This design comes from an exercise in tuning for small area and a short achievable clock period on the open sky130 flow, not from production work. In this exercise RTL edits were held to simulation tests only and were not proved equivalent to the original. Power and IR drop assume default switching activity.

wip/juniper:
// pipe_core
module pipe_core (
    input             clk,
    input             rst,           
    input      [1:0]  policy,        
    output     [31:0] imem_addr,
    input      [55:0] imem_rdata,
    output            dmem_re,
    output            dmem_we,
    output            dmem_wide,     
    output     [31:0] dmem_addr,
    output     [31:0] dmem_wdata,
    input      [31:0] dmem_rdata,
    input      [4:0]  dbg_reg_sel,
    output     [31:0] dbg_reg_val,
    output            halted,
    output            done,
    output     [31:0] cycle_count,
    output     [31:0] hit_count,
    output     [31:0] miss_count
);
    localparam [3:0] C_ADDI = 4'd1, C_SUB = 4'd2, C_LDW = 4'd3, C_LDB = 4'd4,
                     C_STW = 4'd5, C_STB = 4'd6, C_BZ = 4'd7, C_BGE = 4'd8,
                     C_BNE = 4'd9, C_HALT = 4'd10;
    reg [31:0] pc_q;
    reg [9:0]  ghr_q;
    reg        halted_q;
    reg [31:0] cycle_q, hit_q, miss_q;
    reg        pw_v;
    reg [9:0]  pw_idx;
    reg [1:0]  pw_d;
    reg        f_v;
    reg [3:0]  f_c;
    reg        f_wr;                     
    reg [4:0]  f_rd, f_rs1, f_rs2;
    reg [31:0] f_imm;                    
    reg        f_pt;
    reg [9:0]  f_pidx;
    reg        f_pst0;                   
    reg        d_v;
    reg [3:0]  d_c;
    reg        d_wr;
    reg [4:0]  d_rd;
    reg [31:0] d_imm;
    reg        d_pt;
    reg [9:0]  d_pidx;
    reg        d_pst0;
    reg [31:0] d_v1, d_v2;
    reg        d_r1, d_r2;
    reg        q_eqm1, q_eqm2;           
    reg        q_eqe1, q_eqe2;           
    reg        q_mfok;                   
    reg        q_efok;                   
    reg        e_v;
    reg [3:0]  e_c;
    reg        e_wr;
    reg [4:0]  e_rd;
    reg [31:0] e_alu, e_sd;
    reg        m_wr, m_halt, m_nz;
    reg [4:0]  m_rd;
    reg [31:0] m_val;
    wire [1023:0] rf_flat;
  ...
==> flow/config.mk <==
export PLATFORM = sky130hd
export DESIGN_NAME = pipe_core
export DESIGN_NICKNAME = pipe_core
export VERILOG_FILES = /design/flow/design.v
export SDC_FILE = /design/flow/constraint.sdc
export NUM_CORES = 8
export LEC_CHECK = 0
export CAP_MARGIN = 20
export CORE_MARGIN = 2
export CORE_UTILIZATION = 50
export CTS_CLUSTER_DIAMETER = 60
export CTS_CLUSTER_SIZE = 20
export PLACE_DENSITY = 0.62
export SLEW_MARGIN = 20
==> flow/constraint.sdc <==
create_clock -name core_clock -period 15.0 [get_ports {clk}]
set_input_delay 3.0000 -clock core_clock [delete_from_list [all_inputs] [get_ports {clk}]]
set_output_delay 3.0000 -clock core_clock [all_outputs]
set_load 0.01 [all_outputs]
standard.sh (not shown) runs the stock make flow with config.mk's settings and CLKGATE_MAP_FILE= SYNTH_SCRIPT=/design/flow/synth_recipe.tcl, a recipe that flattens the netlist after the stock synthesis.
==> flow/flow/run.sh <==
#!/bin/bash
# Layout flow: the standard ORFS layout (standard.sh: unchanged synthesis and
# steps; the standard flow's SDC unchanged), with
#  - the repair_timing setup margin raised, so the optimiser keeps working on
#    paths well inside the 15 ns clock;
#  - one extra step between global and detailed routing (flow/eco.tcl): the gates
#    that drive the dbg_reg_val output buffers are sized up and those buffers made
#    plain buffers (the dbg_reg_sel -> dbg_reg_val path is the critical one), then
#    placement is legalised and global routing updated incrementally.
# Each tool's full output goes to a log here: make_grt.log, eco.log, make_finish.log
# (ORFS's own step logs stay under orfs/logs).
set -euo pipefail
bash standard.sh SETUP_SLACK_MARGIN=8 grt > make_grt.log 2>&1
openroad -no_init -exit flow/eco.tcl > eco.log 2>&1
bash standard.sh SETUP_SLACK_MARGIN=8 finish > make_finish.log 2>&1
Other scripts of this flow, unchanged in this note and not shown: flow/flow/eco.tcl
What wip/ember does differently from wip/juniper at the input level:
- a change of CTS_CLUSTER_SIZE from 20 to 16
- a change of CTS_CLUSTER_DIAMETER from 60 to 50
--- a/flow/flow/run.sh
+++ b/flow/flow/run.sh
@@ -5,0 +6,2 @@
+#  - clock tree synthesis without dummy loads, leaf buffers clkbuf_8 (same sink
+#    clustering as config.mk);
@@ -13 +15,2 @@
-bash standard.sh SETUP_SLACK_MARGIN=8 grt > make_grt.log 2>&1
+CTS="CTS_ARGS=-sink_clustering_enable -repair_clock_nets -sink_clustering_size 16 -sink_clustering_max_diameter 50 -dont_use_dummy_load -sink_clustering_buffer sky130_fd_sc_hd__clkbuf_8"
+bash standard.sh SETUP_SLACK_MARGIN=8 "$CTS" grt > make_grt.log 2>&1
@@ -15 +18 @@
-bash standard.sh SETUP_SLACK_MARGIN=8 finish > make_finish.log 2>&1
+bash standard.sh SETUP_SLACK_MARGIN=8 "$CTS" finish > make_finish.log 2>&1
[summary]
- Across wip/ember and wip/juniper, none had a timing, DRC or antenna violation.
- Fraction of layout cells with a size suffix above 1 for wip/ember: 0.20 points down relative to wip/juniper
- Sort wip/ember and wip/juniper by overall power after layout, descending, and wip/juniper comes first.
- Amount of wire on met3 after detailed routing delta (wip/ember -> wip/juniper): insignificant
- The multi-input combinational cell count was comparable across wip/ember and wip/juniper.
- wip/ember ends up with a transition at the pin with the smallest max-transition slack that is 0.032 ns lower than in wip/juniper.
- wip/juniper -> wip/ember: buffer count excluding the clock tree in the final layout increased slightly
For wip/indigo, these inputs were changed with respect to wip/ember:
--- a/flow/flow/run.sh
+++ b/flow/flow/run.sh
@@ -11,2 +11,5 @@
-#    placement is legalised and global routing updated incrementally.
-# Each tool's full output goes to a log here: make_grt.log, eco.log, make_finish.log
+#    placement is legalised and global routing updated incrementally; then a second
+#    session (flow/eco_rm.tcl) removes single-load buffer chains on those paths.
+# Each ECO session writes the layout back only if the worst slack improves.
+# Each tool's full output goes to a log here: make_grt.log, eco.log, eco_rm.log,
+# make_finish.log
@@ -17,0 +21 @@
+openroad -no_init -exit flow/eco_rm.tcl > eco_rm.log 2>&1
==> flow/flow/eco_rm.tcl (new file) <==
# Second ECO session on the global-routed layout (after flow/eco.tcl): buffers
# that feed a single pin on a dbg_reg_val output's worst path (chains left by the
# repair step) are removed; then placement is legalised and global routing
# updated incrementally. The layout is written back only if timing improves.
set R orfs/results/sky130hd/pipe_core/base
set P $::env(FLOW_HOME)/platforms/sky130hd
read_liberty $P/lib/sky130_fd_sc_hd__tt_025C_1v80.lib
read_db $R/5_1_grt.odb
read_sdc $R/5_1_grt.sdc
source $P/setRC.tcl
set_global_routing_layer_adjustment met1-met5 0.2
set_routing_layers -clock met3-met5
set_routing_layers -signal met1-met5
set_propagated_clock [all_clocks]
estimate_parasitics -global_routing
set ws0 [worst_slack -max]
puts "ECO2: worst setup slack before $ws0"
global_route -start_incremental
set rm {}
foreach port [get_ports {dbg_reg_val[*]}] {
  set path [lindex [find_timing_paths -to $port -path_delay max] 0]
  foreach ref [get_property $path points] {
    set pin [get_property $ref pin]
    if {[get_property $pin direction] ne "output"} continue
    if {[catch {set inst [get_cells -of_objects $pin]}]} continue
    set name [get_full_name $inst]
    if {![regexp {^(rebuffer|place|clone|split)} $name]} continue
    if {![regexp {buf} [get_property [get_lib_cells -of_objects $inst] name]]} continue
    set loads [get_pins -of_objects [get_nets -of_objects $pin] -filter "direction==input"]
    if {[llength $loads] == 1 && [lsearch $rm $name] < 0} { lappend rm $name }
  }
}
puts "ECO2: removing [llength $rm] buffers: $rm"
if {[llength $rm]} { remove_buffers {*}$rm }
detailed_placement
global_route -end_incremental
estimate_parasitics -global_routing
set ws1 [worst_slack -max]
puts "ECO2: worst setup slack after $ws1"
check_placement
if {$ws1 > $ws0} {
  write_db $R/5_1_grt.odb
  puts "ECO2: written"
} else {
  puts "ECO2: no gain, layout left as it was"
}
Findings:
Looking at wip/ember and wip/indigo, the power is a wash. Summary of the comparison: antenna diode instance count is lower in wip/indigo, relative to wip/ember. Between wip/indigo and wip/ember, the number of global-route vias before repair figures differ only marginally. Compared with wip/ember, in wip/indigo non-clock buffer count saw a decrease; routed wire length shows no meaningful change; starting density of the core saw little to no change. wip/indigo -> wip/ember: post-synthesis to final-layout area growth flat. [compare] base=wip/ember new=wip/indigo: final cell count stayed essentially flat; total power per unit cell area ~0 delta.

## re-timing with driven ports
In the flow no input, the clock included, has a driving cell. The finished layouts below were timed again as built, in two steps.
Step 1, drivers: a clkbuf_16 drives clk and a buf_2 each remaining input, both assumed.
Step 2, shift: input delay + t, output delay - t, t = (earliest + latest rising clock arrival at the registers) / 2. This alone moves slack from input paths to output paths.
Slacks: no drivers / after step 1 / after step 2; pairs: no drivers / after step 1.
run	t, ns	setup slack, ns	hold slack, ns	clock arrival spread, ns
wip/juniper	1.069	7.100 / 6.704 / 6.704	0.414 / 0.414 / 0.414	0.087 / 0.087
wip/ember	1.038	7.055 / 6.697 / 6.697	0.402 / 0.402 / 0.402	0.136 / 0.136
wip/indigo	1.036	7.105 / 6.746 / 6.746	0.393 / 0.393 / 0.393	0.138 / 0.139
After both steps every run listed still meets setup and hold. For wip/juniper, which loses most, drivers alone change the setup slack by -0.396 ns; drivers and shift together by -0.396 ns.
